This design comes from an exercise in tuning for small area, a short achievable clock period and few clock cycles on the open sky130 flow, not from production work. The RTL was checked by simulation tests, not by an equivalence proof against the original design.

==> config.mk <==
export PLATFORM = sky130hd
export DESIGN_NAME = cprq_core
export DESIGN_NICKNAME = cprq_core
export VERILOG_FILES = /design/flow/design.v
export SDC_FILE = /design/flow/constraint.sdc
export NUM_CORES = 4
export LEC_CHECK = 0
export CAP_MARGIN = 20
export CORE_MARGIN = 2
export CORE_UTILIZATION = 40
export SLEW_MARGIN = 20
==> constraint.sdc <==
create_clock -name core_clock -period 34.0 [get_ports {clk}]
set_input_delay 6.8000 -clock core_clock [delete_from_list [all_inputs] [get_ports {clk}]]
set_output_delay 6.8000 -clock core_clock [all_outputs]
set_load 0.01 [all_outputs]
==> design.v <==
module cprq_nl (
    input  wire [22:0] n,
    input  wire        odd,
    output wire [5:0]  nz
);
    wire [63:0] t;
    assign t[0] = n > (odd ? 23'd224918 : 23'd228730);
    assign t[1] = n > (odd ? 23'd318527 : 23'd323926);
    assign t[2] = n > (odd ? 23'd390663 : 23'd397284);
    assign t[3] = n > (odd ? 23'd451737 : 23'd459394);
    assign t[4] = n > (odd ? 23'd505776 : 23'd514349);
    assign t[5] = n > (odd ? 23'd554844 : 23'd564248);
    assign t[6] = n > (odd ? 23'd600164 : 23'd610336);
    assign t[7] = n > (odd ? 23'd642533 : 23'd653423);
    assign t[8] = n > (odd ? 23'd682504 : 23'd694072);
    assign t[9] = n > (odd ? 23'd720479 : 23'd732691);
    assign t[10] = n > (odd ? 23'd756762 : 23'd769589);
    assign t[11] = n > (odd ? 23'd791589 : 23'd805006);
    assign t[12] = n > (odd ? 23'd825146 : 23'd839132);
    assign t[13] = n > (odd ? 23'd857586 : 23'd872121);
    assign t[14] = n > (odd ? 23'd889033 : 23'd904102);
    assign t[15] = n > (odd ? 23'd919593 : 23'd935179);
    assign t[16] = n > (odd ? 23'd949353 : 23'd965444);
    assign t[17] = n > (odd ? 23'd978390 : 23'd994973);
    assign t[18] = n > (odd ? 23'd1006768 : 23'd1023832);
    assign t[19] = n > (odd ? 23'd1034545 : 23'd1052079);
    assign t[20] = n > (odd ? 23'd1061769 : 23'd1079765);
    assign t[21] = n > (odd ? 23'd1088486 : 23'd1106935);
    assign t[22] = n > (odd ? 23'd1114735 : 23'd1133629);
    assign t[23] = n > (odd ? 23'd1140550 : 23'd1159881);
    assign t[24] = n > (odd ? 23'd1165962 : 23'd1185724);
    assign t[25] = n > (odd ? 23'd1191001 : 23'd1211187);
    assign t[26] = n > (odd ? 23'd1215692 : 23'd1236297);
    assign t[27] = n > (odd ? 23'd1240057 : 23'd1261075);
    assign t[28] = n > (odd ? 23'd1264120 : 23'd1285546);
    assign t[29] = n > (odd ? 23'd1287899 : 23'd1309728);
    assign t[30] = n > (odd ? 23'd1311412 : 23'd1333639);
    assign t[31] = n > (odd ? 23'd1334676 : 23'd1357297);
    assign t[32] = n > (odd ? 23'd1357706 : 23'd1380718);
    assign t[33] = n > (odd ? 23'd1380517 : 23'd1403915);
    assign t[34] = n > (odd ? 23'd1403121 : 23'd1426903);
    assign t[35] = n > (odd ? 23'd1425532 : 23'd1449693);
    assign t[36] = n > (odd ? 23'd1447759 : 23'd1472298);
    assign t[37] = n > (odd ? 23'd1469815 : 23'd1494728);
    assign t[38] = n > (odd ? 23'd1491709 : 23'd1516992);
    assign t[39] = n > (odd ? 23'd1513450 : 23'd1539102);
    assign t[40] = n > (odd ? 23'd1535046 : 23'd1561064);
    assign t[41] = n > (odd ? 23'd1556506 : 23'd1582887);
    assign t[42] = n > (odd ? 23'd1577835 : 23'd1604578);
    assign t[43] = n > (odd ? 23'd1599040 : 23'd1626143);
    assign t[44] = n > (odd ? 23'd1620127 : 23'd1647587);
    assign t[45] = n > (odd ? 23'd1641099 : 23'd1668914);
    assign t[46] = n > (odd ? 23'd1661958 : 23'd1690127);
    assign t[47] = n > (odd ? 23'd1682706 : 23'd1711226);
    assign t[48] = n > (odd ? 23'd1703339 : 23'd1732210);
    assign t[49] = n > (odd ? 23'd1723853 : 23'd1753071);
    assign t[50] = n > (odd ? 23'd1744234 : 23'd1773797);
    assign t[51] = n > (odd ? 23'd1764460 : 23'd1794366);
    assign t[52] = n > (odd ? 23'd1784489 : 23'd1814735);
    assign t[53] = n > (odd ? 23'd1804247 : 23'd1834827);
    assign t[54] = n > (odd ? 23'd1823578 : 23'd1854486);
    assign t[55] = n > (odd ? 23'd1842133 : 23'd1873355);
    assign t[56] = n > (odd ? 23'd1858887 : 23'd1890394);
    assign t[57] = n > (odd ? 23'd1868868 : 23'd1900544);
    assign t[58] = n > (odd ? 23'd1933312 : 23'd1966080);
    assign t[59] = 1'b0;    
    assign t[60] = 1'b0;    
    assign t[61] = 1'b0;    
    assign t[62] = 1'b0;    
    assign t[63] = 1'b0;    
    wire [5:0] f;
    assign f[5] = t[31];
    reg b4;
    always @(*) begin
        case (f[5:5])
            1'd0: b4 = t[15];
            1'd1: b4 = t[47];
            default: b4 = 1'b0;
        endcase
    end
    assign f[4] = b4;
    reg b3;
    always @(*) begin
        case (f[5:4])
            2'd0: b3 = t[7];
            2'd1: b3 = t[23];
            2'd2: b3 = t[39];
            2'd3: b3 = t[55];
            default: b3 = 1'b0;
        endcase
    end
    assign f[3] = b3;
    reg b2;
    always @(*) begin
        case (f[5:3])
            3'd0: b2 = t[3];
            3'd1: b2 = t[11];
            3'd2: b2 = t[19];
            3'd3: b2 = t[27];
            3'd4: b2 = t[35];
            3'd5: b2 = t[43];
            3'd6: b2 = t[51];
            3'd7: b2 = t[59];
            default: b2 = 1'b0;
        endcase
    end
    assign f[2] = b2;
    reg b1;
    always @(*) begin
        case (f[5:2])
            4'd0: b1 = t[1];
            4'd1: b1 = t[5];
            4'd2: b1 = t[9];
            4'd3: b1 = t[13];
            4'd4: b1 = t[17];
            4'd5: b1 = t[21];
            4'd6: b1 = t[25];
            4'd7: b1 = t[29];
            4'd8: b1 = t[33];
            4'd9: b1 = t[37];
            4'd10: b1 = t[41];
            4'd11: b1 = t[45];
            4'd12: b1 = t[49];
            4'd13: b1 = t[53];
            4'd14: b1 = t[57];
            4'd15: b1 = t[61];
            default: b1 = 1'b0;
        endcase
    end
    assign f[1] = b1;
    reg b0;
    always @(*) begin
        case (f[5:1])
            5'd0: b0 = t[0];
            5'd1: b0 = t[2];
            5'd2: b0 = t[4];
            5'd3: b0 = t[6];
            5'd4: b0 = t[8];
            5'd5: b0 = t[10];
            5'd6: b0 = t[12];
            5'd7: b0 = t[14];
            5'd8: b0 = t[16];
            5'd9: b0 = t[18];
            5'd10: b0 = t[20];
            5'd11: b0 = t[22];
            5'd12: b0 = t[24];
            5'd13: b0 = t[26];
            5'd14: b0 = t[28];
            5'd15: b0 = t[30];
            5'd16: b0 = t[32];
            5'd17: b0 = t[34];
            5'd18: b0 = t[36];
            5'd19: b0 = t[38];
            5'd20: b0 = t[40];
            5'd21: b0 = t[42];
            5'd22: b0 = t[44];
            5'd23: b0 = t[46];
            5'd24: b0 = t[48];
            5'd25: b0 = t[50];
            5'd26: b0 = t[52];
            5'd27: b0 = t[54];
            5'd28: b0 = t[56];
            5'd29: b0 = t[58];
            5'd30: b0 = t[60];
            5'd31: b0 = t[62];
            default: b0 = 1'b0;
        endcase
    end
    assign f[0] = b0;
    wire [5:0] lim = odd ? 6'd57 : 6'd58;
    assign nz = (f > lim) ? 6'd1 : (odd ? 6'd58 - f : 6'd59 - f);
endmodule
module cprq_div3_26 (
    input  wire [25:0] x,
    output wire [25:0] q,
    output wire [1:0] r
);
    function [3:0] step;    
        input [1:0] ri;
        input [1:0] d;
        begin
            case ({ri, d})
                4'd0: step = {2'd0, 2'd0};
                4'd1: step = {2'd0, 2'd1};
                4'd2: step = {2'd0, 2'd2};
                4'd3: step = {2'd1, 2'd0};
                4'd4: step = {2'd1, 2'd1};
                4'd5: step = {2'd1, 2'd2};
                4'd6: step = {2'd2, 2'd0};
                4'd7: step = {2'd2, 2'd1};
                4'd8: step = {2'd2, 2'd2};
                4'd9: step = {2'd3, 2'd0};
                4'd10: step = {2'd3, 2'd1};
                4'd11: step = {2'd3, 2'd2};
                default: step = 4'd0;
            endcase
        end
    endfunction
    wire [1:0] rr [0:13];
    assign rr[13] = 2'd0;
    genvar i;
    generate
        for (i = 12; i >= 0; i = i - 1) begin : g_step
            wire [3:0] o = step(rr[i+1], x[2*i+1:2*i]);
            assign q[2*i+1:2*i] = o[3:2];
            assign rr[i] = o[1:0];
        end
    endgenerate
    assign r = rr[0];
endmodule
module cprq_div45_12a (
    input  wire [11:0] x,
    output wire [11:0] q,
    output wire [5:0] r
);
    function [6:0] step;    
        input [5:0] ri;
        input        b;
        begin
            case ({ri, b})
                7'd0: step = {1'b0, 6'd0};
                7'd1: step = {1'b0, 6'd1};
                7'd2: step = {1'b0, 6'd2};
                7'd3: step = {1'b0, 6'd3};
                7'd4: step = {1'b0, 6'd4};
                7'd5: step = {1'b0, 6'd5};
                7'd6: step = {1'b0, 6'd6};
                7'd7: step = {1'b0, 6'd7};
                7'd8: step = {1'b0, 6'd8};
                7'd9: step = {1'b0, 6'd9};
                7'd10: step = {1'b0, 6'd10};
                7'd11: step = {1'b0, 6'd11};
                7'd12: step = {1'b0, 6'd12};
                7'd13: step = {1'b0, 6'd13};
                7'd14: step = {1'b0, 6'd14};
                7'd15: step = {1'b0, 6'd15};
                7'd16: step = {1'b0, 6'd16};
                7'd17: step = {1'b0, 6'd17};
                7'd18: step = {1'b0, 6'd18};
                7'd19: step = {1'b0, 6'd19};
                7'd20: step = {1'b0, 6'd20};
                7'd21: step = {1'b0, 6'd21};
                7'd22: step = {1'b0, 6'd22};
                7'd23: step = {1'b0, 6'd23};
                7'd24: step = {1'b0, 6'd24};
                7'd25: step = {1'b0, 6'd25};
                7'd26: step = {1'b0, 6'd26};
                7'd27: step = {1'b0, 6'd27};
                7'd28: step = {1'b0, 6'd28};
                7'd29: step = {1'b0, 6'd29};
                7'd30: step = {1'b0, 6'd30};
                7'd31: step = {1'b0, 6'd31};
                7'd32: step = {1'b0, 6'd32};
                7'd33: step = {1'b0, 6'd33};
                7'd34: step = {1'b0, 6'd34};
                7'd35: step = {1'b0, 6'd35};
                7'd36: step = {1'b0, 6'd36};
                7'd37: step = {1'b0, 6'd37};
                7'd38: step = {1'b0, 6'd38};
                7'd39: step = {1'b0, 6'd39};
                7'd40: step = {1'b0, 6'd40};
                7'd41: step = {1'b0, 6'd41};
                7'd42: step = {1'b0, 6'd42};
                7'd43: step = {1'b0, 6'd43};
                7'd44: step = {1'b0, 6'd44};
                7'd45: step = {1'b1, 6'd0};
                7'd46: step = {1'b1, 6'd1};
                7'd47: step = {1'b1, 6'd2};
                7'd48: step = {1'b1, 6'd3};
                7'd49: step = {1'b1, 6'd4};
                7'd50: step = {1'b1, 6'd5};
                7'd51: step = {1'b1, 6'd6};
                7'd52: step = {1'b1, 6'd7};
                7'd53: step = {1'b1, 6'd8};
                7'd54: step = {1'b1, 6'd9};
                7'd55: step = {1'b1, 6'd10};
                7'd56: step = {1'b1, 6'd11};
                7'd57: step = {1'b1, 6'd12};
                7'd58: step = {1'b1, 6'd13};
                7'd59: step = {1'b1, 6'd14};
                7'd60: step = {1'b1, 6'd15};
                7'd61: step = {1'b1, 6'd16};
                7'd62: step = {1'b1, 6'd17};
                7'd63: step = {1'b1, 6'd18};
                7'd64: step = {1'b1, 6'd19};
                7'd65: step = {1'b1, 6'd20};
                7'd66: step = {1'b1, 6'd21};
                7'd67: step = {1'b1, 6'd22};
                7'd68: step = {1'b1, 6'd23};
                7'd69: step = {1'b1, 6'd24};
                7'd70: step = {1'b1, 6'd25};
                7'd71: step = {1'b1, 6'd26};
                7'd72: step = {1'b1, 6'd27};
                7'd73: step = {1'b1, 6'd28};
                7'd74: step = {1'b1, 6'd29};
                7'd75: step = {1'b1, 6'd30};
                7'd76: step = {1'b1, 6'd31};
                7'd77: step = {1'b1, 6'd32};
                7'd78: step = {1'b1, 6'd33};
                7'd79: step = {1'b1, 6'd34};
                7'd80: step = {1'b1, 6'd35};
                7'd81: step = {1'b1, 6'd36};
                7'd82: step = {1'b1, 6'd37};
                7'd83: step = {1'b1, 6'd38};
                7'd84: step = {1'b1, 6'd39};
                7'd85: step = {1'b1, 6'd40};
                7'd86: step = {1'b1, 6'd41};
                7'd87: step = {1'b1, 6'd42};
                7'd88: step = {1'b1, 6'd43};
                7'd89: step = {1'b1, 6'd44};
                default: step = {1'b0, 6'd0};
            endcase
        end
    endfunction
    wire [5:0] rr [0:12];
    assign rr[12] = 6'd0;
    genvar i;
    generate
        for (i = 11; i >= 0; i = i - 1) begin : g_step
            wire [6:0] o = step(rr[i+1], x[i]);
            assign q[i]  = o[6];
            assign rr[i] = o[5:0];
        end
    endgenerate
    assign r = rr[0];
endmodule
module cprq_div45_12b (
    input  wire [5:0] ri,
    input  wire [11:0] x,
    output wire [11:0] q,
    output wire [5:0] r
);
    function [6:0] step;    
        input [5:0] ri;
        input        b;
        begin
            case ({ri, b})
                7'd0: step = {1'b0, 6'd0};
                7'd1: step = {1'b0, 6'd1};
                7'd2: step = {1'b0, 6'd2};
                7'd3: step = {1'b0, 6'd3};
                7'd4: step = {1'b0, 6'd4};
                7'd5: step = {1'b0, 6'd5};
                7'd6: step = {1'b0, 6'd6};
                7'd7: step = {1'b0, 6'd7};
                7'd8: step = {1'b0, 6'd8};
                7'd9: step = {1'b0, 6'd9};
                7'd10: step = {1'b0, 6'd10};
                7'd11: step = {1'b0, 6'd11};
                7'd12: step = {1'b0, 6'd12};
                7'd13: step = {1'b0, 6'd13};
                7'd14: step = {1'b0, 6'd14};
                7'd15: step = {1'b0, 6'd15};
                7'd16: step = {1'b0, 6'd16};
                7'd17: step = {1'b0, 6'd17};
                7'd18: step = {1'b0, 6'd18};
                7'd19: step = {1'b0, 6'd19};
                7'd20: step = {1'b0, 6'd20};
                7'd21: step = {1'b0, 6'd21};
                7'd22: step = {1'b0, 6'd22};
                7'd23: step = {1'b0, 6'd23};
                7'd24: step = {1'b0, 6'd24};
                7'd25: step = {1'b0, 6'd25};
                7'd26: step = {1'b0, 6'd26};
                7'd27: step = {1'b0, 6'd27};
                7'd28: step = {1'b0, 6'd28};
                7'd29: step = {1'b0, 6'd29};
                7'd30: step = {1'b0, 6'd30};
                7'd31: step = {1'b0, 6'd31};
                7'd32: step = {1'b0, 6'd32};
                7'd33: step = {1'b0, 6'd33};
                7'd34: step = {1'b0, 6'd34};
                7'd35: step = {1'b0, 6'd35};
                7'd36: step = {1'b0, 6'd36};
                7'd37: step = {1'b0, 6'd37};
                7'd38: step = {1'b0, 6'd38};
                7'd39: step = {1'b0, 6'd39};
                7'd40: step = {1'b0, 6'd40};
                7'd41: step = {1'b0, 6'd41};
                7'd42: step = {1'b0, 6'd42};
                7'd43: step = {1'b0, 6'd43};
                7'd44: step = {1'b0, 6'd44};
                7'd45: step = {1'b1, 6'd0};
                7'd46: step = {1'b1, 6'd1};
                7'd47: step = {1'b1, 6'd2};
                7'd48: step = {1'b1, 6'd3};
                7'd49: step = {1'b1, 6'd4};
                7'd50: step = {1'b1, 6'd5};
                7'd51: step = {1'b1, 6'd6};
                7'd52: step = {1'b1, 6'd7};
                7'd53: step = {1'b1, 6'd8};
                7'd54: step = {1'b1, 6'd9};
                7'd55: step = {1'b1, 6'd10};
                7'd56: step = {1'b1, 6'd11};
                7'd57: step = {1'b1, 6'd12};
                7'd58: step = {1'b1, 6'd13};
                7'd59: step = {1'b1, 6'd14};
                7'd60: step = {1'b1, 6'd15};
                7'd61: step = {1'b1, 6'd16};
                7'd62: step = {1'b1, 6'd17};
                7'd63: step = {1'b1, 6'd18};
                7'd64: step = {1'b1, 6'd19};
                7'd65: step = {1'b1, 6'd20};
                7'd66: step = {1'b1, 6'd21};
                7'd67: step = {1'b1, 6'd22};
                7'd68: step = {1'b1, 6'd23};
                7'd69: step = {1'b1, 6'd24};
                7'd70: step = {1'b1, 6'd25};
                7'd71: step = {1'b1, 6'd26};
                7'd72: step = {1'b1, 6'd27};
                7'd73: step = {1'b1, 6'd28};
                7'd74: step = {1'b1, 6'd29};
                7'd75: step = {1'b1, 6'd30};
                7'd76: step = {1'b1, 6'd31};
                7'd77: step = {1'b1, 6'd32};
                7'd78: step = {1'b1, 6'd33};
                7'd79: step = {1'b1, 6'd34};
                7'd80: step = {1'b1, 6'd35};
                7'd81: step = {1'b1, 6'd36};
                7'd82: step = {1'b1, 6'd37};
                7'd83: step = {1'b1, 6'd38};
                7'd84: step = {1'b1, 6'd39};
                7'd85: step = {1'b1, 6'd40};
                7'd86: step = {1'b1, 6'd41};
                7'd87: step = {1'b1, 6'd42};
                7'd88: step = {1'b1, 6'd43};
                7'd89: step = {1'b1, 6'd44};
                default: step = {1'b0, 6'd0};
            endcase
        end
    endfunction
    wire [5:0] rr [0:12];
    assign rr[12] = ri;
    genvar i;
    generate
        for (i = 11; i >= 0; i = i - 1) begin : g_step
            wire [6:0] o = step(rr[i+1], x[i]);
            assign q[i]  = o[6];
            assign rr[i] = o[5:0];
        end
    endgenerate
    assign r = rr[0];
endmodule
module cprq_div45_6 (
    input  wire [5:0] ri,
    input  wire [5:0] x,
    output wire [5:0] q,
    output wire [5:0] r
);
    function [6:0] step;    
        input [5:0] ri;
        input        b;
        begin
            case ({ri, b})
                7'd0: step = {1'b0, 6'd0};
                7'd1: step = {1'b0, 6'd1};
                7'd2: step = {1'b0, 6'd2};
                7'd3: step = {1'b0, 6'd3};
                7'd4: step = {1'b0, 6'd4};
                7'd5: step = {1'b0, 6'd5};
                7'd6: step = {1'b0, 6'd6};
                7'd7: step = {1'b0, 6'd7};
                7'd8: step = {1'b0, 6'd8};
                7'd9: step = {1'b0, 6'd9};
                7'd10: step = {1'b0, 6'd10};
                7'd11: step = {1'b0, 6'd11};
                7'd12: step = {1'b0, 6'd12};
                7'd13: step = {1'b0, 6'd13};
                7'd14: step = {1'b0, 6'd14};
                7'd15: step = {1'b0, 6'd15};
                7'd16: step = {1'b0, 6'd16};
                7'd17: step = {1'b0, 6'd17};
                7'd18: step = {1'b0, 6'd18};
                7'd19: step = {1'b0, 6'd19};
                7'd20: step = {1'b0, 6'd20};
                7'd21: step = {1'b0, 6'd21};
                7'd22: step = {1'b0, 6'd22};
                7'd23: step = {1'b0, 6'd23};
                7'd24: step = {1'b0, 6'd24};
                7'd25: step = {1'b0, 6'd25};
                7'd26: step = {1'b0, 6'd26};
                7'd27: step = {1'b0, 6'd27};
                7'd28: step = {1'b0, 6'd28};
                7'd29: step = {1'b0, 6'd29};
                7'd30: step = {1'b0, 6'd30};
                7'd31: step = {1'b0, 6'd31};
                7'd32: step = {1'b0, 6'd32};
                7'd33: step = {1'b0, 6'd33};
                7'd34: step = {1'b0, 6'd34};
                7'd35: step = {1'b0, 6'd35};
                7'd36: step = {1'b0, 6'd36};
                7'd37: step = {1'b0, 6'd37};
                7'd38: step = {1'b0, 6'd38};
                7'd39: step = {1'b0, 6'd39};
                7'd40: step = {1'b0, 6'd40};
                7'd41: step = {1'b0, 6'd41};
                7'd42: step = {1'b0, 6'd42};
                7'd43: step = {1'b0, 6'd43};
                7'd44: step = {1'b0, 6'd44};
                7'd45: step = {1'b1, 6'd0};
                7'd46: step = {1'b1, 6'd1};
                7'd47: step = {1'b1, 6'd2};
                7'd48: step = {1'b1, 6'd3};
                7'd49: step = {1'b1, 6'd4};
                7'd50: step = {1'b1, 6'd5};
                7'd51: step = {1'b1, 6'd6};
                7'd52: step = {1'b1, 6'd7};
                7'd53: step = {1'b1, 6'd8};
                7'd54: step = {1'b1, 6'd9};
                7'd55: step = {1'b1, 6'd10};
                7'd56: step = {1'b1, 6'd11};
                7'd57: step = {1'b1, 6'd12};
                7'd58: step = {1'b1, 6'd13};
                7'd59: step = {1'b1, 6'd14};
                7'd60: step = {1'b1, 6'd15};
                7'd61: step = {1'b1, 6'd16};
                7'd62: step = {1'b1, 6'd17};
                7'd63: step = {1'b1, 6'd18};
                7'd64: step = {1'b1, 6'd19};
                7'd65: step = {1'b1, 6'd20};
                7'd66: step = {1'b1, 6'd21};
                7'd67: step = {1'b1, 6'd22};
                7'd68: step = {1'b1, 6'd23};
                7'd69: step = {1'b1, 6'd24};
                7'd70: step = {1'b1, 6'd25};
                7'd71: step = {1'b1, 6'd26};
                7'd72: step = {1'b1, 6'd27};
                7'd73: step = {1'b1, 6'd28};
                7'd74: step = {1'b1, 6'd29};
                7'd75: step = {1'b1, 6'd30};
                7'd76: step = {1'b1, 6'd31};
                7'd77: step = {1'b1, 6'd32};
                7'd78: step = {1'b1, 6'd33};
                7'd79: step = {1'b1, 6'd34};
                7'd80: step = {1'b1, 6'd35};
                7'd81: step = {1'b1, 6'd36};
                7'd82: step = {1'b1, 6'd37};
                7'd83: step = {1'b1, 6'd38};
                7'd84: step = {1'b1, 6'd39};
                7'd85: step = {1'b1, 6'd40};
                7'd86: step = {1'b1, 6'd41};
                7'd87: step = {1'b1, 6'd42};
                7'd88: step = {1'b1, 6'd43};
                7'd89: step = {1'b1, 6'd44};
                default: step = {1'b0, 6'd0};
            endcase
        end
    endfunction
    wire [5:0] rr [0:6];
    assign rr[6] = ri;
    genvar i;
    generate
        for (i = 5; i >= 0; i = i - 1) begin : g_step
            wire [6:0] o = step(rr[i+1], x[i]);
            assign q[i]  = o[6];
            assign rr[i] = o[5:0];
        end
    endgenerate
    assign r = rr[0];
endmodule
module cprq_div25_11 (
    input  wire [4:0] ri,
    input  wire [10:0] x,
    output wire [10:0] q,
    output wire [4:0] r
);
    function [5:0] step;    
        input [4:0] ri;
        input        b;
        begin
            case ({ri, b})
                6'd0: step = {1'b0, 5'd0};
                6'd1: step = {1'b0, 5'd1};
                6'd2: step = {1'b0, 5'd2};
                6'd3: step = {1'b0, 5'd3};
                6'd4: step = {1'b0, 5'd4};
                6'd5: step = {1'b0, 5'd5};
                6'd6: step = {1'b0, 5'd6};
                6'd7: step = {1'b0, 5'd7};
                6'd8: step = {1'b0, 5'd8};
                6'd9: step = {1'b0, 5'd9};
                6'd10: step = {1'b0, 5'd10};
                6'd11: step = {1'b0, 5'd11};
                6'd12: step = {1'b0, 5'd12};
                6'd13: step = {1'b0, 5'd13};
                6'd14: step = {1'b0, 5'd14};
                6'd15: step = {1'b0, 5'd15};
                6'd16: step = {1'b0, 5'd16};
                6'd17: step = {1'b0, 5'd17};
                6'd18: step = {1'b0, 5'd18};
                6'd19: step = {1'b0, 5'd19};
                6'd20: step = {1'b0, 5'd20};
                6'd21: step = {1'b0, 5'd21};
                6'd22: step = {1'b0, 5'd22};
                6'd23: step = {1'b0, 5'd23};
                6'd24: step = {1'b0, 5'd24};
                6'd25: step = {1'b1, 5'd0};
                6'd26: step = {1'b1, 5'd1};
                6'd27: step = {1'b1, 5'd2};
                6'd28: step = {1'b1, 5'd3};
                6'd29: step = {1'b1, 5'd4};
                6'd30: step = {1'b1, 5'd5};
                6'd31: step = {1'b1, 5'd6};
                6'd32: step = {1'b1, 5'd7};
                6'd33: step = {1'b1, 5'd8};
                6'd34: step = {1'b1, 5'd9};
                6'd35: step = {1'b1, 5'd10};
                6'd36: step = {1'b1, 5'd11};
                6'd37: step = {1'b1, 5'd12};
                6'd38: step = {1'b1, 5'd13};
                6'd39: step = {1'b1, 5'd14};
                6'd40: step = {1'b1, 5'd15};
                6'd41: step = {1'b1, 5'd16};
                6'd42: step = {1'b1, 5'd17};
                6'd43: step = {1'b1, 5'd18};
                6'd44: step = {1'b1, 5'd19};
                6'd45: step = {1'b1, 5'd20};
                6'd46: step = {1'b1, 5'd21};
                6'd47: step = {1'b1, 5'd22};
                6'd48: step = {1'b1, 5'd23};
                6'd49: step = {1'b1, 5'd24};
                default: step = {1'b0, 5'd0};
            endcase
        end
    endfunction
    wire [4:0] rr [0:11];
    assign rr[11] = ri;
    genvar i;
    generate
        for (i = 10; i >= 0; i = i - 1) begin : g_step
            wire [5:0] o = step(rr[i+1], x[i]);
            assign q[i]  = o[5];
            assign rr[i] = o[4:0];
        end
    endgenerate
    assign r = rr[0];
endmodule
module cprq_alt_enc (
    input  wire        present,
    input  wire [31:0] w,
    output wire [11:0] ac
);
    wire [24:0] k   = {w[31], w[31:8]} + 25'd1012 + {24'd0, w[7]};
    wire        neg = k[24];
    wire        big = !neg && (k[23:0] >= 24'd51200);
    wire [10:0] q;
    wire [4:0]  r_unused;
    cprq_div25_11 u_div (.ri(k[15:11]), .x(k[10:0]), .q(q), .r(r_unused));
    wire [10:0] idx = neg ? 11'd0 : big ? 11'd2047 : q;
    assign ac = present ? {idx[10:4], 1'b1, idx[3:0]} : 12'h000;
endmodule
module cprq_ss_cmp (
    input  wire [31:0] w,
    output wire        gt
);
    wire [30:0] x = w[30:0] ^ {31{w[31]}};    
    assign gt = (x > 31'd256000) | (w[31] & (x == 31'd256000));
endmodule
module cprq_vel_enc (
    input  wire        present,
    input  wire [31:0] w,
    input  wire        ss,
    output wire [10:0] code
);
    wire [30:0] x   = w[30:0] ^ {31{w[31]}};    
    wire        big = |x[30:20];
    wire [20:0] t   = {1'b0, x[19:0]} + (ss ? 21'd1536 : 21'd384) + {20'd0, w[31]};
    wire        sat = big | (ss ? t[20] : |t[20:18]);
    wire [9:0]  mag = sat ? 10'd1023 : (ss ? t[19:10] : t[17:8]);
    assign code = present ? {w[31], mag} : 11'h000;
endmodule
module cprq_vr_enc (
    input  wire        present,
    input  wire [31:0] w,
    output wire [9:0]  code
);
    wire [30:0] x   = w[30:0] ^ {31{w[31]}};
    wire [24:0] t   = {1'b0, x[23:0]} + 25'd24576 + {24'd0, w[31]};
    wire        sat = (|x[30:24]) | t[24] | t[23];
    wire [8:0]  mag = sat ? 9'd511 : t[22:14];
    assign code = present ? {w[31], mag} : 10'h000;
endmodule
module cprq_lat_even (
    input  wire [31:0] a,
    output wire [23:0] s,
    output wire [8:0]  er
);
    wire [25:0] y  = {a[31], a[31:7]} + 26'd1 + {25'd0, a[6]};
    wire [25:0] yb = y + 26'h1800000;                   
    wire [25:0] q;
    wire [1:0]  r;
    cprq_div3_26 u_div (.x(yb), .q(q), .r(r));
    assign s  = {~q[23], q[22:0]};                      
    assign er = {r, ~a[6], a[5:0]};                     
endmodule
module cprq_lat_odd (
    input  wire [23:0] se,
    input  wire [8:0]  er,
    output wire [23:0] so
);
    wire [21:0] z  = se[23:2];
    wire [6:0]  s1 = {3'd0, z[3:0]} + {3'd0, z[7:4]} + {3'd0, z[11:8]} + {3'd0, z[15:12]}
                   + {3'd0, z[19:16]} + {5'd0, z[21:20]} + (z[21] ? 7'd11 : 7'd0);
    wire [3:0]  m  = s1 % 7'd15;
    wire [5:0]  h  = {m, se[1:0]};
    wire [14:0] lhs = {h, 9'd0} - {2'd0, h, 7'd0};      
    wire [14:0] rhs = {er, 6'd0} - {4'd0, er, 2'd0} - {6'd0, er} + 15'd192;
    wire        t   = lhs > rhs;
    wire [23:0] zs  = {{2{z[21]}}, z};
    wire [23:0] mr  = {m, m, m, m, m, m};
    assign so = se + zs + (zs << 4) + (zs << 8) + (zs << 12) + (zs << 16) + (zs << 20)
              - mr - {23'd0, t};
endmodule
module cprq_lon (
    input  wire [5:0]  nz,
    input  wire [16:0] bh,       
    input  wire [5:0]  r45,
    input  wire [8:0]  b9,
    output wire [16:0] xz
);
    wire [16:0] p1 = nz * bh;
    wire [14:0] p2 = nz * b9 + 15'd256;
    wire [11:0] sm = nz * r45 + 12'd22 + {6'd0, p2[14:9]};
    wire [5:0]  c;
    wire [5:0]  r_unused;
    cprq_div45_6 u_div (.ri(sm[11:6]), .x(sm[5:0]), .q(c), .r(r_unused));
    assign xz = p1 + {11'd0, c};
endmodule
module cprq_bsplit_a (
    input  wire [31:0] b,
    output wire [31:0] o
);
    wire [5:0]  top = {b[31], b[31:27]} + 6'd45;
    wire [11:0] q;
    wire [5:0]  r;
    cprq_div45_12a u_div (.x({top, b[26:21]}), .q(q), .r(r));
    assign o = {q[4:0], r, b[20:9], b[8:0]};
endmodule
module cprq_bsplit_b (
    input  wire [31:0] i,
    output wire [31:0] o
);
    wire [11:0] q;
    wire [5:0]  r;
    cprq_div45_12b u_div (.ri(i[26:21]), .x(i[20:9]), .q(q), .r(r));
    assign o = {i[31:27], q, r, i[8:0]};
endmodule
module cprq_core (
    input  wire         clk,
    input  wire         rst,             
    input  wire         cmd_valid,
    output reg          cmd_ready,
    input  wire [31:0]  cmd_hdr,
    input  wire [31:0]  cmd_addr,
    input  wire [31:0]  cmd_a,
    input  wire [31:0]  cmd_b,
    input  wire [31:0]  cmd_c,
    output reg          rsp_valid,
    input  wire         rsp_ready,
    output reg  [1:0]   rsp_status,
    output reg          rsp_f0v,
    output reg          rsp_f1v,
    output reg  [111:0] rsp_frame0,
    output wire [111:0] rsp_frame1,
    output reg          crc_req_valid,
    input  wire         crc_req_ready,
    output reg  [87:0]  crc_req_msg,
    input  wire         crc_rsp_valid,
    output reg          crc_rsp_ready,
    input  wire [23:0]  crc_rsp_val
);
    localparam [1:0] OP_MKPOS = 2'b01,
                     OP_MKALT = 2'b10,
                     OP_MKVEL = 2'b11;
    localparam [4:0] TYPE_ALT = 5'd0,
                     TYPE_POS = 5'd17,
                     TYPE_VEL = 5'd19;
    localparam [2:0] P0 = 3'd0, P1 = 3'd1, P2 = 3'd2, P3 = 3'd3, P4 = 3'd4;
    reg [2:0]  ph;
    reg [6:0]  c_hdr;
    reg [23:0] c_addr;
    reg [31:0] c_a, c_b, c_c;
    reg [23:0] s_lat;       
    reg [5:0]  nz;
    reg        m_wait;      
    reg        m_slot;      
    reg        m_last;      
    reg [87:0] nmsg;        
    reg        n_v;
    reg        n_slot;
    reg        n_last;
    reg [58:0] f1_lo;       
    assign rsp_frame1 = {rsp_frame0[111:59] & {53{rsp_f1v}}, f1_lo};
    wire [1:0] op      = c_hdr[1:0];
    wire [1:0] variant = c_hdr[3:2];
    wire       pa      = c_hdr[4];
    wire       pb      = c_hdr[5];
    wire       pc      = c_hdr[6];
    wire       is_err  = (op == 2'b00) || (variant == 2'b11);
    wire       is_pos  = (op == OP_MKPOS) && (variant != 2'b11);
    wire [7:0] fb      = (variant == 2'b01) ? 8'h95 : 8'h92;
    wire       imf     = (variant == 2'b10);
    wire [11:0] ac;
    wire        ss, ss_a, ss_b;
    wire [10:0] ens, eew;
    wire [9:0]  evr;
    cprq_alt_enc u_alt (.present(pc), .w(c_c), .ac(ac));
    cprq_ss_cmp  u_ssa (.w(c_a), .gt(ss_a));
    cprq_ss_cmp  u_ssb (.w(c_b), .gt(ss_b));
    assign ss = (pa & ss_a) | (pb & ss_b);
    cprq_vel_enc u_ns  (.present(pa), .w(c_a), .ss(ss), .code(ens));
    cprq_vel_enc u_ew  (.present(pb), .w(c_b), .ss(ss), .code(eew));
    cprq_vr_enc  u_vr  (.present(pc), .w(c_c), .code(evr));
    wire [23:0] se_w;
    wire [8:0]  er_w;
    cprq_lat_even u_late (.a(c_a), .s(se_w), .er(er_w));
    wire [23:0] so_w;
    cprq_lat_odd u_lato (.se(s_lat), .er(c_a[8:0]), .so(so_w));
    wire [31:0] bsa_w, bsb_w;
    cprq_bsplit_a u_bsa (.b(c_b), .o(bsa_w));
    cprq_bsplit_b u_bsb (.i(c_b), .o(bsb_w));
    wire        nl_odd = (ph == P3);
    wire [23:0] nl_s   = nl_odd ? c_a[23:0] : s_lat;
    wire [22:0] nl_n   = nl_s[23] ? (~nl_s[22:0] + 23'd1) : nl_s[22:0];
    wire [5:0]  nz_w;
    cprq_nl u_nl (.n(nl_n), .odd(nl_odd), .nz(nz_w));
    wire [16:0] xz_w;
    cprq_lon u_lon (.nz(nz), .bh(c_b[31:15]), .r45(c_b[14:9]), .b9(c_b[8:0]), .xz(xz_w));
    wire [31:0] head   = {fb, c_addr};
    wire [55:0] me_pos = {TYPE_POS, 2'b00, imf, ac, 1'b0, 1'b0, s_lat[16:0], xz_w};
    wire [55:0] me_alt = {TYPE_ALT, 2'b00, imf, ac, 1'b0, 1'b0, 34'd0};
    wire [2:0]  st     = ss ? 3'd2 : 3'd1;
    wire [55:0] me_vel = {TYPE_VEL, st, imf, 4'b0000, eew, ens, 1'b1, evr, 2'b00, 8'h00};
    wire [87:0] first_msg = {head, is_pos ? me_pos : (op == OP_MKALT) ? me_alt : me_vel};
    wire ans       = m_wait && crc_rsp_valid && crc_rsp_ready;
    wire msg_free  = !(crc_req_valid || m_wait) || ans;
    wire n_to_m    = n_v && msg_free;                        
    wire n_free    = !n_v || n_to_m;
    wire short_rdy = (ph == P1) && !is_pos && !is_err;       
    wire pos_rdy   = (ph == P3);                             
    wire c_to_m    = (short_rdy || pos_rdy) && msg_free && !n_v;
    wire c_to_n    = short_rdy && !c_to_m && n_free;
    wire odd_to_n  = (ph == P4) && n_free;
    wire err_done  = (ph == P1) && is_err && !crc_req_valid && !m_wait && !n_v && !rsp_valid;
    wire rsp_take  = rsp_valid && rsp_ready;
    wire last_ans  = ans && m_last;
    wire n_v_n     = (c_to_n || odd_to_n) || (n_v && !n_to_m);
    reg [2:0] ph_n;
    always @(*) begin
        ph_n = ph;
        case (ph)
            P0: ph_n = P0;
            P1: if (is_pos) ph_n = P2;
                else if (c_to_m || c_to_n || err_done) ph_n = P0;
            P2: ph_n = P3;
            P3: if (c_to_m) ph_n = P4;
            P4: if (odd_to_n) ph_n = P0;
            default: ph_n = P0;
        endcase
        if ((ph_n == P0) && cmd_valid && cmd_ready)
            ph_n = P1;
    end
    always @(posedge clk) begin
        if (rst) begin
            ph            <= P0;
            cmd_ready     <= 1'b0;
            crc_req_valid <= 1'b0;
            m_wait        <= 1'b0;
            n_v           <= 1'b0;
            rsp_valid     <= 1'b0;
            crc_rsp_ready <= 1'b0;
        end else begin
            ph        <= ph_n;
            cmd_ready <= (ph_n == P0) || ((ph_n == P4) && !n_v_n);
            if (crc_req_valid && crc_req_ready) begin
                crc_req_valid <= 1'b0;
                m_wait        <= 1'b1;
            end
            if (ans)
                m_wait <= 1'b0;
            if (n_to_m || c_to_m)
                crc_req_valid <= 1'b1;
            n_v <= n_v_n;
            if (rsp_take)
                rsp_valid <= 1'b0;
            if (last_ans || err_done)
                rsp_valid <= 1'b1;
            crc_rsp_ready <= !((last_ans || err_done) || (rsp_valid && !rsp_take));
        end
        if (cmd_valid && cmd_ready && (ph_n == P1)) begin
            c_hdr  <= cmd_hdr[6:0];
            c_addr <= cmd_addr[23:0];
            c_a    <= cmd_a;
            c_b    <= cmd_b;
            c_c    <= cmd_c;
        end else begin
            if (ph == P1 && is_pos) begin
                s_lat    <= se_w;
                c_a[8:0] <= er_w;
                c_b      <= bsa_w;
            end
            if (ph == P2) begin
                nz        <= nz_w;
                c_a[23:0] <= so_w;
                c_b       <= bsb_w;
            end
            if (ph == P3 && c_to_m)
                nz <= nz_w;
        end
        if (odd_to_n) begin
            nmsg   <= {crc_req_msg[87:35], 1'b1, c_a[16:0], xz_w};
            n_slot <= 1'b1;
            n_last <= 1'b1;
        end else if (c_to_n) begin
            nmsg   <= first_msg;
            n_slot <= 1'b0;
            n_last <= 1'b1;
        end
        if (n_to_m) begin
            crc_req_msg <= nmsg;
            m_slot      <= n_slot;
            m_last      <= n_last;
        end else if (c_to_m) begin
            crc_req_msg <= first_msg;
            m_slot      <= 1'b0;
            m_last      <= !is_pos;
        end
        if (ans) begin
            if (m_slot) begin
                f1_lo   <= {crc_req_msg[34:0], crc_rsp_val};
                rsp_f1v <= 1'b1;
            end else begin
                rsp_frame0 <= {crc_req_msg, crc_rsp_val};
                rsp_f0v    <= 1'b1;
                f1_lo      <= 59'd0;
                rsp_f1v    <= 1'b0;
            end
            rsp_status <= 2'b00;
        end
        if (err_done) begin
            rsp_frame0 <= 112'd0;
            f1_lo      <= 59'd0;
            rsp_f0v    <= 1'b0;
            rsp_f1v    <= 1'b0;
            rsp_status <= (op == 2'b00) ? 2'b10 : 2'b01;
        end
    end
endmodule
==> flow/run.sh <==
#!/bin/bash
# Own layout flow: the standard flow (standard.sh) with
#  - synthesis through flow/synth.tcl: the standard flow's script, but ABC maps with an
#    area-recovering script at a realistic delay target; no full-adder
#    extraction and yosys's own carry-lookahead mapping (registers unchanged);
#  - timing repair aiming below the 34 ns constraint (SETUP_SLACK_MARGIN),
#    so that the achieved period is short. The SDC is the standard flow's, unchanged.
# Every tool's output goes to the ORFS logs under orfs/logs; make's own
# output goes to flow_make.log in this folder.
set -euo pipefail
W=$PWD
export FLOW_ABC_DELAY_PS=6000
bash standard.sh \
  SYNTH_SCRIPT=$W/flow/synth.tcl \
  ADDER_MAP_FILE= \
  SYNTH_OPERATIONS_ARGS=-nofsm \
  SETUP_SLACK_MARGIN=21 \
  finish > $W/flow_make.log 2>&1
==> flow/synth.tcl <==
# The standard flow's synthesis script (synth_recipe.tcl) with one change: ABC maps with
# yosys's own area-recovering script at a realistic delay target instead of
# ORFS's fixed minimum-delay script. Registers are mapped before ABC, exactly
# as in the standard synthesis.
proc synth {args} { yosys synth -nofsm -noshare {*}$args }
proc abc {args} {
  set out {}
  set skip 0
  foreach a $args {
    if {$skip} { set skip 0; continue }
    if {$a eq "-script" || $a eq "-D"} { set skip 1; continue }
    lappend out $a
  }
  yosys abc {*}$out -D $::env(FLOW_ABC_DELAY_PS)
}
source $::env(SCRIPTS_DIR)/synth.tcl
# left out here: clear keep_hierarchy, flatten, clean up, hide names made inside functions, write 1_2_yosys.v
==> standard.sh <==
#!/bin/bash
# synth_recipe.tcl (not shown) runs the flow's synth.tcl, then flattens the netlist and writes it again
# the make line also repeats each setting of config.mk as NAME=value (left out here)
make -C /OpenROAD-flow-scripts/flow DESIGN_CONFIG=/design/flow/config.mk WORK_HOME=/design/flow/orfs CLKGATE_MAP_FILE= SYNTH_SCRIPT=/design/flow/synth_recipe.tcl "${@:-finish}"
==> results of run 1 <==
## cells in the final DEF (no fill, tap or decap), drive strengths merged, types with 21 or more instances in the layout
master	instances
clkdlybuf4s50	476
nand2	1210
mux2i	38
or3	36
o21ai	402
nor4	65
nor2b	81
o211ai	43
and3	40
a22oi	41
clkbuf	92
inv	125
xor2	215
dfxtp	184
and2	163
o31ai	31
nand3	150
a21oi	452
nand4	88
or2	58
clkinv	21
maj3	103
a22o	138
a211oi	33
a31oi	73
edfxtp	336
nor2	698
nor3	144
nand2b	69
o21a	43
xnor3	22
o22ai	62
a21o	48
xnor2	368
buf	227
## sequential cells by signal (all words and copies together) (netlist names), 7 cells and up
signal	cells
crc_req_msg	88
rsp_frame0	112
f1_lo	59
c_b	32
c_a	32
c_hdr	7
nmsg	88
s_lat	24
c_c	32
c_addr	24
## worst paths after layout
check	end	startpoint	slack, ns
setup / recovery	crc_req_msg[16]$_DFFE_PP_	c_b[6]$_DFFE_PP_	21.36
hold / removal	crc_req_msg[39]$_DFFE_PP_	nmsg[39]$_DFFE_PP_	0.45
setup reg to reg	crc_req_msg[16]$_DFFE_PP_	c_b[6]$_DFFE_PP_	21.36
hold reg to reg	crc_req_msg[39]$_DFFE_PP_	nmsg[39]$_DFFE_PP_	0.45
## synthesized netlist by cell type, drive strengths merged (12+ instances only)
master	n	area share, %
a311oi	14	0.29
xnor2	368	7.0
nor3	144	1.6
nand2b	69	0.93
nor2	698	5.7
o311ai	13	0.25
edfxtp	336	22
a21boi	15	0.24
a211oi	33	0.57
clkbuf	262	2.1
a22oi	41	0.67
mux2i	38	0.82
a2bb2oi	12	0.23
and3	40	0.55
a31oi	73	0.99
buf	28	0.24
xor3	18	0.92
dfxtp	184	7.9
nor2b	81	1.1
nand2	1210	9.8
o22ai	62	0.84
o32ai	18	0.36
inv	122	0.99
o211ai	43	0.72
nor4	65	0.88
and2	163	2.2
xor2	215	4.1
a32oi	12	0.23
nand3	150	1.6
a21o	48	0.78
xnor3	22	1.1
o21a	43	0.70
o21ai	402	4.4
or2	58	0.78
a21oi	452	4.9
a22o	138	2.6
o31ai	31	0.50
maj3	103	2.2
o21bai	18	0.29
nand4	88	1.2
or3	36	0.49
o22a	14	0.26
## cell type report
cell class / count / area (um2)
flip-flops and latches: 520 / 13770
inverters: 122 / 462.9
multi-input cells: 5260 / 32220
diodes: 4 / 10.01
repair buffers: 710 / 6765
well taps: 1512 / 1892
clock buffers: 85 / 1715
fillers: 11200 / 57480
clock inverters: 29 / 330.3
## through the flow
step	instances	cell area [um2]	worst slack (ns)	util, %
6_report	8242	57170	21.36	49.86
5_1_grt	8239	57160	20.85	49.86
4_1_cts	8166	55700	21.01	48.58
3_5_place_dp	8029	53230	19.23	46.43
3_3_place_gp	8029	53230	19.47	46.43
2_1_floorplan	6192	46360	21.94	-
## worst max-delay path: cells and delay by family, from the launching register on
family          cells  cell delay [ns]
simple gates        6             1.57
mux                 1             0.27
xor+xnor            7             2.09
buf+inv             1             0.18
flops               1             0.55
compound gates     30             5.99
fa+ha+maj           5             1.73
## cells by family (layout without fill, tap and decap cells)
kind of cell | count (synthesis) | count (layout) | share of synthesized area [%]
AND/OR/NAND/NOR | 2858 | 2858 | 27.82
AO/OA/AOI/OAI | 1628 | 1628 | 22.78
XOR/XNOR | 623 | 623 | 13.04
flip-flops | 520 | 520 | 29.71
buffers and inverters | 412 | 946 | 3.352
adder cells (fa/ha/maj) | 103 | 103 | 2.237
multiplexers | 48 | 48 | 1.063
other | 0 | 4 | 0
## metal layers
| layer | track usage [%] | share of wire [%] |
|---|---|---|
| met1 | 44.96 | 41 |
| met2 | 56.15 | 45 |
| met3 | 6.845 | 8.6 |
| met4 | 16.32 | 5.5 |
| met5 | 0 | 0.017 |
## repair_timing
item	CTS	global route
buffers inserted	23	66
resized for setup	48	153
endpoints found under the setup margin	31	40
cloned	0	6
pin swaps	15	78
==> results.yml, run 1 <==
global_route:
  antenna_found_initial: 10
  grt_use_total_pct: 34.89
  first_global_vias: 45620
  grt-ovfl-total: 0
  grt_start_max_net_pins: 89
  wire_length_of_the_first_global_routing_pass_um: 308400
worst_hold_path:
  min_delay_path_depth: 2
  min-delay-path-class: "flip-flop to flip-flop"
setup_path:
  r2r_cell_count: 50
  setup.worst_path.class: "flip-flop to flip-flop"
  critPathMaxStageDelay_ns: 0.55
  worst_path_max_delay_cell: "edfxtp_1"
  setup.worst_path.end_class: "flip-flop"
  worst_path_most_repeated_cell: "maj3_2"
  critical_path_peak_fanout: 8
  kind_of_start_point_of_the_critical_path: "flip-flop"
  required_ns: 34.44
  cp.arrival_ns: 13.08
floorplanning:
  ios: 510
  die_height_um: 344.4
  floorplan.die.width_um: 344.4
  floorplan.initialDensity_pct: 40.43
  site_row_count: 124
  die_area_um2: 118600
  core_area_um2: 114700
sta:
  max_clock_freq_mhz: 79.09
  final-setup-viol-count: 0
  worst_slew_margin_rel_pct: 13.78
  finalWorstPathRequiredPeriod_ns: 12.64
  timing_hold_violations_final: 0
  final.period_utilization_pct: 37.19
  timing_max_transition_violations_final: 0
  setup_repair_after_global_routing_missed_its_margin: "false"
  setup-tns-final_ns: 0
  final.setup_skew_ns: 0.07378
  transition_at_the_pin_with_the_smallest_max_transition_slack_ns: 1.283
  worst_hold_slack_ns: 0.4475
drt:
  drt_first_iter_violations: 5037
  first_drt_pass_iteration_count: 6
  detail_route.wirelength_um: 217600
  routed_via_density: 6.054
  routed_wire_length_per_instance_um: 26.41
  drc: 0
  antenna_left: 0
  vias: 49900
layout:
  synthToLayoutAreaGrowth_pct: 23.32
  final_layout_size_suffix_gt1_share_pct: 9.173
  num-nets-final: 6864
yosys:
  postSynthCellCount: 6192
  syn-cell-area_um2: 46360
  yosysSeqAreaShare_pct: 29.71
  syn_area_per_cell_um2: 7.487
  synth_enable_flop_cells: 336
  postSynth.asyncResetShare_pct: 0
  ys_seq_elements: 520
  ys_warn_count: 7
  synth_flop_cell: "edfxtp_1"
  unique_cell_type_count_in_the_yosys_netlist: 106
clocking:
  cts_tree: "built"
  cts-buffers-inserted: 60
  cts_root_cell: "clkbuf_16"
  ctsHtreeMaxLevel: 2
  clock_latency_ns: 0.70
  cts_buffer_depth: 3
  cts.sink_count: 520
  post_cts_hold_buffer_count: 0
  clk_pin_slew_worst_paths_ns: 0.06
run:
  maxCapViolations: 0
placed_design:
  detailed_place_hpwl_um: 167400
  finalWeightedCongestion: 1.060
  quantity_of_i_o_buffers_inserted_on_ports: 476
outcome:
  status: "timing/DRC/antenna clean"
Testbench counts, summed over its fixed seeds: cycles 4,802.
==> run 2, diff against run 1 <==
--- a/design.v
+++ b/design.v
@@ -3,66 +3,67 @@
     input  wire        odd,
     output wire [5:0]  nz
 );
+    wire [28:0] m = {n, 6'd0} - {4'd0, n, 2'd0} - (odd ? 29'd0 : {6'd0, n});
     wire [63:0] t;
-    assign t[0] = n > (odd ? 23'd224918 : 23'd228730);
-    assign t[1] = n > (odd ? 23'd318527 : 23'd323926);
-    assign t[2] = n > (odd ? 23'd390663 : 23'd397284);
-    assign t[3] = n > (odd ? 23'd451737 : 23'd459394);
-    assign t[4] = n > (odd ? 23'd505776 : 23'd514349);
-    assign t[5] = n > (odd ? 23'd554844 : 23'd564248);
-    assign t[6] = n > (odd ? 23'd600164 : 23'd610336);
-    assign t[7] = n > (odd ? 23'd642533 : 23'd653423);
-    assign t[8] = n > (odd ? 23'd682504 : 23'd694072);
-    assign t[9] = n > (odd ? 23'd720479 : 23'd732691);
-    assign t[10] = n > (odd ? 23'd756762 : 23'd769589);
-    assign t[11] = n > (odd ? 23'd791589 : 23'd805006);
-    assign t[12] = n > (odd ? 23'd825146 : 23'd839132);
-    assign t[13] = n > (odd ? 23'd857586 : 23'd872121);
-    assign t[14] = n > (odd ? 23'd889033 : 23'd904102);
-    assign t[15] = n > (odd ? 23'd919593 : 23'd935179);
-    assign t[16] = n > (odd ? 23'd949353 : 23'd965444);
-    assign t[17] = n > (odd ? 23'd978390 : 23'd994973);
-    assign t[18] = n > (odd ? 23'd1006768 : 23'd1023832);
-    assign t[19] = n > (odd ? 23'd1034545 : 23'd1052079);
-    assign t[20] = n > (odd ? 23'd1061769 : 23'd1079765);
-    assign t[21] = n > (odd ? 23'd1088486 : 23'd1106935);
-    assign t[22] = n > (odd ? 23'd1114735 : 23'd1133629);
-    assign t[23] = n > (odd ? 23'd1140550 : 23'd1159881);
-    assign t[24] = n > (odd ? 23'd1165962 : 23'd1185724);
-    assign t[25] = n > (odd ? 23'd1191001 : 23'd1211187);
-    assign t[26] = n > (odd ? 23'd1215692 : 23'd1236297);
-    assign t[27] = n > (odd ? 23'd1240057 : 23'd1261075);
-    assign t[28] = n > (odd ? 23'd1264120 : 23'd1285546);
-    assign t[29] = n > (odd ? 23'd1287899 : 23'd1309728);
-    assign t[30] = n > (odd ? 23'd1311412 : 23'd1333639);
-    assign t[31] = n > (odd ? 23'd1334676 : 23'd1357297);
-    assign t[32] = n > (odd ? 23'd1357706 : 23'd1380718);
-    assign t[33] = n > (odd ? 23'd1380517 : 23'd1403915);
-    assign t[34] = n > (odd ? 23'd1403121 : 23'd1426903);
-    assign t[35] = n > (odd ? 23'd1425532 : 23'd1449693);
-    assign t[36] = n > (odd ? 23'd1447759 : 23'd1472298);
-    assign t[37] = n > (odd ? 23'd1469815 : 23'd1494728);
-    assign t[38] = n > (odd ? 23'd1491709 : 23'd1516992);
-    assign t[39] = n > (odd ? 23'd1513450 : 23'd1539102);
-    assign t[40] = n > (odd ? 23'd1535046 : 23'd1561064);
-    assign t[41] = n > (odd ? 23'd1556506 : 23'd1582887);
-    assign t[42] = n > (odd ? 23'd1577835 : 23'd1604578);
-    assign t[43] = n > (odd ? 23'd1599040 : 23'd1626143);
-    assign t[44] = n > (odd ? 23'd1620127 : 23'd1647587);
-    assign t[45] = n > (odd ? 23'd1641099 : 23'd1668914);
-    assign t[46] = n > (odd ? 23'd1661958 : 23'd1690127);
-    assign t[47] = n > (odd ? 23'd1682706 : 23'd1711226);
-    assign t[48] = n > (odd ? 23'd1703339 : 23'd1732210);
-    assign t[49] = n > (odd ? 23'd1723853 : 23'd1753071);
-    assign t[50] = n > (odd ? 23'd1744234 : 23'd1773797);
-    assign t[51] = n > (odd ? 23'd1764460 : 23'd1794366);
-    assign t[52] = n > (odd ? 23'd1784489 : 23'd1814735);
-    assign t[53] = n > (odd ? 23'd1804247 : 23'd1834827);
-    assign t[54] = n > (odd ? 23'd1823578 : 23'd1854486);
-    assign t[55] = n > (odd ? 23'd1842133 : 23'd1873355);
-    assign t[56] = n > (odd ? 23'd1858887 : 23'd1890394);
-    assign t[57] = n > (odd ? 23'd1868868 : 23'd1900544);
-    assign t[58] = n > (odd ? 23'd1933312 : 23'd1966080);
+    assign t[0] = m > 29'd13495125;
+    assign t[1] = m > 29'd19111658;
+    assign t[2] = m > 29'd23439814;
+    assign t[3] = m > 29'd27104254;
+    assign t[4] = m > 29'd30346611;
+    assign t[5] = m > 29'd33290662;
+    assign t[6] = m > 29'd36009852;
+    assign t[7] = m > 29'd38551990;
+    assign t[8] = m > 29'd40950251;
+    assign t[9] = m > 29'd43228771;
+    assign t[10] = m > 29'd45405760;
+    assign t[11] = m > 29'd47495355;
+    assign t[12] = m > 29'd49508793;
+    assign t[13] = m > 29'd51455185;
+    assign t[14] = m > 29'd53342035;
+    assign t[15] = m > 29'd55175616;
+    assign t[16] = m > 29'd56961235;
+    assign t[17] = m > 29'd58703429;
+    assign t[18] = m > 29'd60406117;
+    assign t[19] = m > 29'd62072708;
+    assign t[20] = m > 29'd63706193;
+    assign t[21] = m > 29'd65309214;
+    assign t[22] = m > 29'd66884120;
+    assign t[23] = m > 29'd68433008;
+    assign t[24] = m > 29'd69957764;
+    assign t[25] = m > 29'd71460089;
+    assign t[26] = m > 29'd72941525;
+    assign t[27] = m > 29'd74403478;
+    assign t[28] = m > 29'd75847229;
+    assign t[29] = m > 29'd77273955;
+    assign t[30] = m > 29'd78684738;
+    assign t[31] = m > 29'd80080575;
+    assign t[32] = m > 29'd81462388;
+    assign t[33] = m > 29'd82831032;
+    assign t[34] = m > 29'd84187299;
+    assign t[35] = m > 29'd85531926;
+    assign t[36] = m > 29'd86865599;
+    assign t[37] = m > 29'd88188955;
+    assign t[38] = m > 29'd89502584;
+    assign t[39] = m > 29'd90807034;
+    assign t[40] = m > 29'd92102809;
+    assign t[41] = m > 29'd93390370;
+    assign t[42] = m > 29'd94670131;
+    assign t[43] = m > 29'd95942456;
+    assign t[44] = m > 29'd97207652;
+    assign t[45] = m > 29'd98465956;
+    assign t[46] = m > 29'd99717519;
+    assign t[47] = m > 29'd100962374;
+    assign t[48] = m > 29'd102200391;
+    assign t[49] = m > 29'd103431202;
+    assign t[50] = m > 29'd104654062;
+    assign t[51] = m > 29'd105867610;
+    assign t[52] = m > 29'd107069389;
+    assign t[53] = m > 29'd108254820;
+    assign t[54] = m > 29'd109414712;
+    assign t[55] = m > 29'd110527983;
+    assign t[56] = m > 29'd111533246;
+    assign t[57] = m > 29'd112132096;
+    assign t[58] = m > 29'd115998720;
     assign t[59] = 1'b0;    
     assign t[60] = 1'b0;    
     assign t[61] = 1'b0;    
@@ -708,8 +709,10 @@
     wire        t   = lhs > rhs;
     wire [23:0] zs  = {{2{z[21]}}, z};
     wire [23:0] mr  = {m, m, m, m, m, m};
-    assign so = se + zs + (zs << 4) + (zs << 8) + (zs << 12) + (zs << 16) + (zs << 20)
-              - mr - {23'd0, t};
+    wire [23:0] p1  = zs + (zs << 4);                    
+    wire [23:0] p2  = p1 + (p1 << 8);                    
+    wire [23:0] p3  = p2 + (p2 << 16);                   
+    assign so = se + p3 - mr - {23'd0, t};
 endmodule
 module cprq_lon (
     input  wire [5:0]  nz,
@@ -908,7 +911,7 @@
                 nz <= nz_w;
         end
         if (odd_to_n) begin
-            nmsg   <= {crc_req_msg[87:35], 1'b1, c_a[16:0], xz_w};
+            nmsg[34:0] <= {1'b1, c_a[16:0], xz_w};
             n_slot <= 1'b1;
             n_last <= 1'b1;
         end else if (c_to_n) begin
@@ -917,7 +920,9 @@
             n_last <= 1'b1;
         end
         if (n_to_m) begin
-            crc_req_msg <= nmsg;
+            if (!n_slot)
+                crc_req_msg[87:35] <= nmsg[87:35];
+            crc_req_msg[34:0] <= nmsg[34:0];
             m_slot      <= n_slot;
             m_last      <= n_last;
         end else if (c_to_m) begin
--- a/flow/run.sh
+++ b/flow/run.sh
@@ -14,5 +14,5 @@
   SYNTH_SCRIPT=$W/flow/synth.tcl \
   ADDER_MAP_FILE= \
   SYNTH_OPERATIONS_ARGS=-nofsm \
-  SETUP_SLACK_MARGIN=21 \
+  SETUP_SLACK_MARGIN=24 \
   finish > $W/flow_make.log 2>&1
==> run 2 against run 1 <==
Against the previous run: routed wire length fell by 22%; via count fell by 7.5%; hold slack worse by 0.017 ns; area after synthesis is 5.5% lower; maximum frequency rose by 0.68%; still clean on timing, DRC and antenna; worst setup slack improved by 0.085 ns; largest cell class unchanged; design area grew 4.6%; synthesized cell count decreased by 6.2%; flip-flop and latch count down 30; global-route usage is 6.4 points lower.
==> results.yml, run 2 <==
drt:
  vias: 46150
  drt_first_iter_violations: 3963
  drc: 0
  routed_via_density: 5.723
  detail_route.wirelength_um: 170400
  routed_wire_length_per_instance_um: 21.14
  antenna_left: 0
  first_drt_pass_iteration_count: 6
placed_design:
  detailed_place_hpwl_um: 120600
  finalWeightedCongestion: 1.018
  dpl_ws_ns: 19.46
  quantity_of_i_o_buffers_inserted_on_ports: 456
layout:
  fillerInstances: 10020
  synthToLayoutAreaGrowth_pct: 36.50
  final_common_cell: "nor2_1"
  max_flop_register: "rsp_frame0"
  top_regs: "rsp_frame0 x103, crc_req_msg x78, nmsg x78"
  final_layout_size_suffix_gt1_share_pct: 20.11
  largest_register_ffs: 103
  num-nets-final: 6789
  most-common-layout-cells: "nor2_1 (825), nand2_1 (751), buf_4 (477), clkdlybuf4s50_1 (456), xnor2_1 (428)"
yosys:
  dominant_cell_by_count_in_the_synthesized_netlist: "nor2_1"
  postSynth.asyncResetShare_pct: 0
  synth.top_cell.area_share_pct: 21.65
  syn-cell-area_um2: 43830
  postSynthCellCount: 5807
  synthTopCellsByCount: "nor2_1 (878), nand2_1 (792), xnor2_1 (467)"
  ys_warn_count: 7
  post_synth_main_area_contributors: "edfxtp_1 (22%), xnor2_1 (9.3%), dfxtp_1 (7.9%)"
  ys_seq_elements: 490
  syn_area_per_cell_um2: 7.548
  unique_cell_type_count_in_the_yosys_netlist: 104
  yosysSeqAreaShare_pct: 29.60
  synth_flop_cell: "edfxtp_1"
  synth_enable_flop_cells: 316
  synth_top_area_cell: "edfxtp_1"
setup_path:
  worst_path_most_repeated_cell: "buf_4"
  worst_path_max_delay_cell: "edfxtp_1"
  kind_of_start_point_of_the_critical_path: "flip-flop"
  critical_path_peak_fanout: 6
  critPathMaxStageDelay_ns: 0.45
  required_ns: 34.48
  setup.worst_path.class: "flip-flop to flip-flop"
  cp.arrival_ns: 13.04
  setup.worst_path.end_class: "flip-flop"
sta:
  post-route-worst-setup-slack_ns: 21.44
  max_clock_freq_mhz: 79.63
  timing_max_transition_violations_final: 0
  worst_slew_margin_rel_pct: 24.52
  timing_hold_violations_final: 0
  setup_repair_after_global_routing_missed_its_margin: "true"
  finalWorstPathRequiredPeriod_ns: 12.56
  transition_at_the_pin_with_the_smallest_max_transition_slack_ns: 1.124
  final-setup-viol-count: 0
  setup-tns-final_ns: 0
  final.period_utilization_pct: 36.94
  final.setup_skew_ns: 0.05358
clocking:
  cts-buffers-inserted: 57
  cts.sink_count: 490
  cts_tree: "built"
  cts_buffer_depth: 3
  clk_pin_slew_worst_paths_ns: 0.06
  post_cts_hold_buffer_count: 0
  clock_latency_ns: 0.69
  ctsHtreeMaxLevel: 2
  cts_root_cell: "clkbuf_16"
run:
  maxCapViolations: 0
floorplanning:
  site_row_count: 121
  floorplan.initialDensity_pct: 40.32
  ios: 510
  die_height_um: 335.0
  floorplan.die.width_um: 335.0
  die_area_um2: 112200
  core_area_um2: 108700
global_route:
  grt_start_max_net_pins: 89
  grt_use_total_pct: 28.45
  antenna_found_initial: 9
  grt-ovfl-total: 0
  first_global_vias: 42670
  wire_length_of_the_first_global_routing_pass_um: 252700
outcome:
  status: "timing/DRC/antenna clean"
worst_hold_path:
  min-delay-path-class: "flip-flop to flip-flop"
[run 2: changes by cell type in the layout (fill, tap and decap cells not counted), moves of 52 or more]
cell | previous run | this run
a21oi_1 | 435 | 310
a22o_1 | 137 | 20
buf_4 | 215 | 477
buf_6 | 2 | 54
nand2_1 | 1203 | 751
nor2_1 | 684 | 825
nor3_1 | 138 | 242
o21ai_0 | 373 | 280
xnor2_1 | 342 | 428
[run 2: final timing paths]
path,depth (start not counted),from,slack (ns),endpoint
max,67,nz[1]$_SDFFCE_PN0P_,21.44,crc_req_msg[6]$_DFFE_PP_
min reg2reg,0,c_addr[22]$_DFFE_PP_,0.43,nmsg[78]$_DFFE_PP_
max reg2reg,67,nz[1]$_SDFFCE_PN0P_,21.44,crc_req_msg[6]$_DFFE_PP_
min,0,c_addr[22]$_DFFE_PP_,0.43,nmsg[78]$_DFFE_PP_
[run 2: critical path: cells and delay by family, from the launching register on]
family	cells	cell delay, ns
flip-flops	1	0.45
adder cells (fa/ha/maj)	4	1.32
XOR/XNOR	10	2.18
AO/OA/AOI/OAI	23	4.29
AND/OR/NAND/NOR	8	1.23
buffers and inverters	22	2.84
[run 2: layout make-up]
type | count | area, um2 | share of cell area [%]
multi-input combinational | 4892 | 33290 | 55.65
clock buffer | 82 | 1592 | 2.660
clock inverter | 25 | 291.5 | 0.4873
inverter | 144 | 550.5 | 0.9202
timing repair buffer | 1014 | 9341 | 15.61
sequential | 490 | 12980 | 21.70
antenna | 3 | 7.507 | 0.01255
tap | 1414 | 1769 | 2.957
[run 2: logic make-up (layout without fill, tap and decap cells)]
kind of cell               Yosys count  count (layout)  synth area share (%)
and+or+nand+nor                   2576            2576                 26.36
AOI/OAI and AO/OA                 1358            1358                 19.51
muxes                               47              47                 1.099
xor gates and xnor gates           749             750                 16.02
adders and majority gates          141             141                 3.289
other                                2              23               0.01713
buffers and inverters              444            1265                 4.114
DFF                                490             490                 29.60
[run 2: repair_timing]
action                     in CTS  in global routing
resized for setup             506                247
pin swaps                     254                199
setup endpoints to repair     126                 92
gates cloned                    6                  5
buffers inserted              340                124
[run 2: per-layer routing]
metal	part of all wire (%)	global-route usage, %	routed length, um
met1	43	38.22	73520
met2	47	47.36	80020
met3	6.5	3.545	11140
met4	3.4	9.131	5739
met5	0.013	0	23
[run 2: through the flow]
step           hold WS (ns)  area [um2]  std cells  utilization [%]
2_1_floorplan        0.4262       44890       5825                -
3_3_place_gp         0.4304       50580       7479            46.53
3_5_place_dp         0.4336       50580       7479            46.53
4_1_cts              0.4321       57610       7932            53.00
5_1_grt              0.4323       59830       8064            55.04
6_report             0.4310       59830       8064            55.04
Testbench counts of run 2, summed over its fixed seeds: cycles 4,802.

-- separate check: timing with driven ports --
The flow's constraints put no driver on any port. The routed layouts listed below were extracted and timed again, unchanged, in two steps.
Step 1 sets driving cells, clkbuf_16 on the clock port and buf_2 on the other inputs (assumed; they add their load-dependent delay and slew).
Step 2 adds t to the input delays and takes it off the output delays; t is the mean of the earliest and latest rising clock arrival at the registers after step 1. Input paths then give back, and output paths get back, about the clock's delay inside the block.
Slacks: ideal ports / drivers / drivers and shift; pairs: ideal ports / drivers.
run	t (ns)	setup WS [ns]	latest minus earliest clock arrival (ns)	slew at the worst register clock pin (ns)	cell pins on the clock port's net
run 1	0.732	21.356 / 21.356 / 21.356	0.074 / 0.075	0.08 / 0.08	1
run 2	0.715	21.441 / 21.441 / 21.441	0.054 / 0.054	0.08 / 0.08	1
After both steps every run listed still meets setup and hold.
